What follows belongs to an exercise in optimizing a design on an open flow for small area, a short achievable clock period and few clock cycles; a production flow would make more cautious choices.
RTL that was checked went through simulation tests only; none was proved equivalent to the original.
No activity file was given, so power comes from the tool's default toggle rates.

## cmri_core
module cmri_core (
    input  wire        clk,
    input  wire        rst,
    input  wire [6:0]  local_id,
    input  wire        rx_valid,
    input  wire [7:0]  rx_data,
    output wire        rx_ready,
    input  wire [63:0] in_lines,
    output wire        ev_valid,
    input  wire        ev_ready,
    output wire [2:0]  ev_kind,
    output wire [7:0]  ev_data,
    output wire        ev_bit,
    output wire [63:0] out_lines,
    output wire [15:0] cnt_bytes,
    output wire [15:0] cnt_frames_seen,
    output wire [15:0] cnt_frames_proc,
    output wire [15:0] cnt_errors
);
    wire       disp_valid;
    wire       disp_match;
    wire       parse_error;
    wire       is_i;
    wire       is_t;
    wire       is_p;
    wire       n_in_payload;
    wire       n_in_maybe;
    wire       n_store;
    wire       n_is_p;
    wire [6:0] pay_len;
    wire [7:0] pay_rd_data;
    wire [6:0] pay_rd_addr;
    wire [63:0] first8;
    wire [63:0] first8_hi;
    wire       sel_pick;
    wire       f_sel;
    wire       n_f_sel;
    wire       byte_taken;
    wire       p_region;
    reg  [7:0] node_addr;
    always @(posedge clk)
        node_addr <= {1'b0, local_id} + 8'd65;
    assign byte_taken = rx_valid & rx_ready;
    cmri_parser u_parser (
        .clk          (clk),
        .rst          (rst),
        .node_addr    (node_addr),
        .in_valid     (byte_taken),
        .in_byte      (rx_data),
        .p_ok         (rx_ready),
        .p_region     (p_region),
        .in_lines     (in_lines),
        .disp_valid   (disp_valid),
        .disp_match   (disp_match),
        .error        (parse_error),
        .is_i         (is_i),
  ...
==> module cmri_counters, before the edit <==
module cmri_counters (
    input  wire        clk,
    input  wire        rst,
    input  wire        inc_byte,
    input  wire        inc_seen,
    input  wire        inc_proc,
    input  wire        inc_error,
    output reg  [15:0] cnt_bytes,
    output reg  [15:0] cnt_frames_seen,
    output reg  [15:0] cnt_frames_proc,
    output reg  [15:0] cnt_errors
);
    wire [15:0] keep = {16{!rst}};
    always @(posedge clk) begin
        if (rst || inc_byte)  cnt_bytes       <= (cnt_bytes + 16'd1) & keep;
        if (rst || inc_seen)  cnt_frames_seen <= (cnt_frames_seen + 16'd1) & keep;
        if (rst || inc_proc)  cnt_frames_proc <= (cnt_frames_proc + 16'd1) & keep;
        if (rst || inc_error) cnt_errors      <= (cnt_errors + 16'd1) & keep;
    end
endmodule
Settings: LEC_CHECK=0, CAP_MARGIN=20, CORE_MARGIN=2, CORE_UTILIZATION=40, SETUP_SLACK_MARGIN=4.5, SLEW_MARGIN=20; clock period 8.0 ns.
standard.sh (not shown) runs the stock make flow with config.mk's settings and CLKGATE_MAP_FILE= SYNTH_SCRIPT=/design/flow/synth_recipe.tcl, a recipe that flattens the netlist after the stock synthesis.
==> flow/flow/run.sh <==
#!/bin/bash
# The standard layout, with plain buffers on the ports instead of the
# default delay-cell choice, and a clock tree without dummy loads.
set -euo pipefail
bash standard.sh finish 'BUFFER_PORTS_ARGS=-buffer_cell sky130_fd_sc_hd__buf_2' \
  'CTS_ARGS=-sink_clustering_enable -repair_clock_nets -dont_use_dummy_load' > make_finish.log 2>&1
Edit:
--- a/flow/design.v
+++ b/flow/design.v
@@ -631,10 +631,16 @@
     output reg  [15:0] cnt_errors
 );
-    wire [15:0] keep = {16{!rst}};
     always @(posedge clk) begin
-        if (rst || inc_byte)  cnt_bytes       <= (cnt_bytes + 16'd1) & keep;
-        if (rst || inc_seen)  cnt_frames_seen <= (cnt_frames_seen + 16'd1) & keep;
-        if (rst || inc_proc)  cnt_frames_proc <= (cnt_frames_proc + 16'd1) & keep;
-        if (rst || inc_error) cnt_errors      <= (cnt_errors + 16'd1) & keep;
+        if (rst) begin
+            cnt_bytes       <= 16'd0;
+            cnt_frames_seen <= 16'd0;
+            cnt_frames_proc <= 16'd0;
+            cnt_errors      <= 16'd0;
+        end else begin
+            if (inc_byte)  cnt_bytes       <= cnt_bytes + 16'd1;
+            if (inc_seen)  cnt_frames_seen <= cnt_frames_seen + 16'd1;
+            if (inc_proc)  cnt_frames_proc <= cnt_frames_proc + 16'd1;
+            if (inc_error) cnt_errors      <= cnt_errors + 16'd1;
+        end
     end
 endmodule
=>
- sequential power drops by a few percent
- global-route usage drops by 0.21 points
- final area drops slightly
- cell count hardly moves
- power drops by a few percent
- worst setup slack gets better by 0.032 ns
- worst hold slack gets better by 0.0056 ns
Testbench counts after the change, summed over its fixed seeds: cycles 37,517.
The RTL of the first run of this note was laid out without a check of its function.

* * *

Another version of the RTL of cmri_core (not shown whole).
For scale: ~3500 cells after synthesis, ~850 flip-flops, about 230 I/O pins.
==> module cmri_parser, before the edit <==
module cmri_parser (
    input  wire       clk,
    input  wire       rst,
    input  wire [7:0] node_addr,
    input  wire       in_valid,      
    input  wire [7:0] in_byte,
    input  wire       p_sample,
    input  wire       p_region,
    input  wire [63:0] in_lines,
    output wire       disp_valid,
    output wire       disp_match,
    output wire       error,
    output reg        is_i,
    output reg        is_t,
    output reg        is_p,
    output wire       n_in_payload,
    output wire       n_in_maybe,
    output wire       n_store,
    output wire       n_is_p,
    output reg  [6:0] pay_len,
    input  wire [6:0] rd_addr,
    output wire [7:0] rd_data,
    output wire [63:0] first8,       
    output wire [63:0] first8_hi,    
    input  wire       sel_pick,
    output reg        f_sel,
    output wire       n_f_sel
);
    localparam MAX_LEN = 72;
    localparam ATTN = 8'hFF;
    localparam STX  = 8'h02;
    localparam ETX  = 8'h03;
    localparam DLE  = 8'h10;
    localparam S_START      = 3'd0;
    localparam S_ATTN_NEXT  = 3'd1;
    localparam S_STX_NEXT   = 3'd2;
    localparam S_ADDR_NEXT  = 3'd3;
    localparam S_TYPE_NEXT  = 3'd4;
    localparam S_MAYBE_DATA = 3'd6;
    localparam S_DATA_NEXT  = 3'd7;
    reg [2:0] state;
    reg       is_local;
    reg  [7:0] payload [0:MAX_LEN-1];
    reg [7:0] rd_or;
    integer r;
    always @(*) begin
        rd_or = 8'h00;
        for (r = 0; r < MAX_LEN; r = r + 1)
            rd_or = rd_or | (payload[r] & {8{rd_addr == r}});
    end
    assign rd_data = rd_or;
    genvar g;
    generate
        for (g = 0; g < 8; g = g + 1) begin : g_first8
            assign first8[g*8 +: 8]    = payload[g];
            assign first8_hi[g*8 +: 8] = payload[32 + g];
        end
    endgenerate
    assign disp_valid = in_valid & do_dispatch;
    assign disp_match = is_local;
    assign error      = in_valid & do_error;
    reg       do_append;
    reg       do_dispatch;
    reg       do_error;
    reg [2:0] next_state;
    always @(*) begin
        do_append   = 1'b0;
        do_dispatch = 1'b0;
        do_error    = 1'b0;
        next_state  = state;
        case (state)
            S_START:
                if (in_byte == ATTN) next_state = S_ATTN_NEXT;
                else                 do_error   = 1'b1;
            S_ATTN_NEXT:
                if (in_byte == ATTN) next_state = S_STX_NEXT;
                else                 do_error   = 1'b1;
            S_STX_NEXT:
                if (in_byte == STX)  next_state = S_ADDR_NEXT;
                else                 do_error   = 1'b1;
            S_ADDR_NEXT:
                next_state = S_TYPE_NEXT;
            S_TYPE_NEXT:
                next_state = S_MAYBE_DATA;
            S_MAYBE_DATA:
                if (in_byte == ETX || in_byte == ATTN) begin
                    do_dispatch = 1'b1;
                    next_state  = S_START;
                end else if (in_byte == DLE) begin
                    next_state = S_DATA_NEXT;
                end else begin
                    do_append  = 1'b1;
                    next_state = S_MAYBE_DATA;
                end
            S_DATA_NEXT: begin
                do_append  = 1'b1;
                next_state = S_MAYBE_DATA;
            end
            default:
                do_error = 1'b1;
        endcase
        if (do_append && pay_len == MAX_LEN) begin
            do_append = 1'b0;
            do_error  = 1'b1;
        end
        if (do_error)
            next_state = S_START;
    end
    wire [2:0] n_state = in_valid ? next_state : state;
    wire       take_type = in_valid && (state == S_TYPE_NEXT);
    wire       t_i = is_local && (in_byte == 8'h49);
    wire       t_t = is_local && (in_byte == 8'h54);
    wire       t_p = is_local && (in_byte == 8'h50);
    assign n_in_payload = (n_state[2:1] == 2'b11);
    assign n_in_maybe   = (n_state == S_MAYBE_DATA);
    assign n_store      = take_type ? (t_i || t_t) : (is_i || is_t);
    assign n_is_p       = take_type ? t_p : is_p;
    assign n_f_sel      = take_type ? sel_pick : f_sel;
    wire [6:0] wr_addr  = {pay_len[6], pay_len[5] ^ (f_sel & ~pay_len[6]), pay_len[4:0]};
    always @(posedge clk) begin
        if (rst) begin
            state    <= S_START;
            is_local <= 1'b0;
            is_i     <= 1'b0;
            is_t     <= 1'b0;
            is_p     <= 1'b0;
            f_sel    <= 1'b0;
            pay_len  <= 7'd0;
        end else begin
            state <= n_state;
            if (in_valid) begin
                if ((state == S_START && in_byte == ATTN) || do_error)
                    pay_len <= 7'd0;
                if (state == S_ADDR_NEXT) is_local <= (in_byte == node_addr);
                if (do_append) pay_len <= pay_len + 7'd1;
            end
            if (take_type) begin
                f_sel <= sel_pick;
                is_i <= t_i;
                is_t <= t_t;
                is_p <= t_p;
            end
        end
    end
    reg       w_go;
    reg [6:0] w_addr;
    reg [7:0] w_byte;
    always @(posedge clk) begin
        w_go   <= in_valid && do_append && (is_i || is_t);
        w_addr <= wr_addr;
        w_byte <= in_byte;
    end
    integer w;
    always @(posedge clk) begin
        if (w_go)
            payload[w_addr] <= w_byte;
        if (p_sample && !p_region)
            for (w = 0; w < 8; w = w + 1)
                payload[64 + w] <= in_lines[w*8 +: 8];
        if (p_sample && p_region)
            for (w = 0; w < 8; w = w + 1)
                payload[56 + w] <= in_lines[w*8 +: 8];
    end
endmodule
==> flow/config.mk <==
export PLATFORM = sky130hd
export DESIGN_NAME = cmri_core
export DESIGN_NICKNAME = cmri_core
export VERILOG_FILES = /design/flow/design.v
export SDC_FILE = /design/flow/constraint.sdc
export NUM_CORES = 4
export LEC_CHECK = 0
export CAP_MARGIN = 20
export CORE_MARGIN = 2
export CORE_UTILIZATION = 40
export SETUP_SLACK_MARGIN = 4.5
export SLEW_MARGIN = 20
==> flow/constraint.sdc <==
create_clock -name core_clock -period 8.0 [get_ports {clk}]
set_input_delay 1.6000 -clock core_clock [delete_from_list [all_inputs] [get_ports {clk}]]
set_output_delay 1.6000 -clock core_clock [all_outputs]
set_load 0.01 [all_outputs]
Scripts as last shown in full above: flow/flow/run.sh
Then changed:
--- a/flow/design.v
+++ b/flow/design.v
@@ -40,16 +40,9 @@
     localparam S_DATA_NEXT  = 3'd7;
     reg [2:0] state;
     reg       is_local;
     reg  [7:0] payload [0:MAX_LEN-1];
-    reg [7:0] rd_or;
-    integer r;
-    always @(*) begin
-        rd_or = 8'h00;
-        for (r = 0; r < MAX_LEN; r = r + 1)
-            rd_or = rd_or | (payload[r] & {8{rd_addr == r}});
-    end
-    assign rd_data = rd_or;
+    assign rd_data = payload[rd_addr];
     genvar g;
     generate
         for (g = 0; g < 8; g = g + 1) begin : g_first8
             assign first8[g*8 +: 8]    = payload[g];
Outcome: Setup slack improves by 0.21 ns. Combinational power is higher by 140%. Fmax came out higher by 5.9%. Non-clock buffer count drops by 51. Die area climbs by 2.5%. Cell count shrinks by 6.3%. Total power increases by 5.0%. Synthesized area climbs by 2.5%.
Testbench counts after the change, summed over its fixed seeds: cycles 38,073.
For the first run of this note, only the layout was checked, not whether the RTL still works.

[afterwards: timing with drivers on the ports]
The flow's constraints put no driver on any port. The routed layouts listed below were extracted and timed again, unchanged, in two steps.
Step 1 assumes that a clkbuf_16 drives the clock port and a buf_2 every other input.
Step 2, shift: input delay + t, output delay - t, t = (earliest + latest rising clock arrival at the registers) / 2. This alone moves slack from input paths to output paths.
a / b / c = ideal ports / drivers / drivers and shift; a / b = the first two.
run	shift t [ns]	setup slack, ns	hold WS [ns]
the first run of note 1	0.714	4.570 / 4.570 / 3.998	0.448 / 0.448 / 0.448
the second run of note 1	0.709	4.602 / 4.602 / 4.006	0.454 / 0.454 / 0.454
the first run of note 2	0.704	4.335 / 4.335 / 3.784	0.451 / 0.451 / 0.451
the second run of note 2	0.704	4.540 / 4.567 / 3.870	0.459 / 0.459 / 0.459
After both steps every run listed still meets setup and hold. For the second run of note 2, which loses most, drivers alone change the setup slack by +0.027 ns; drivers and shift together by -0.670 ns.
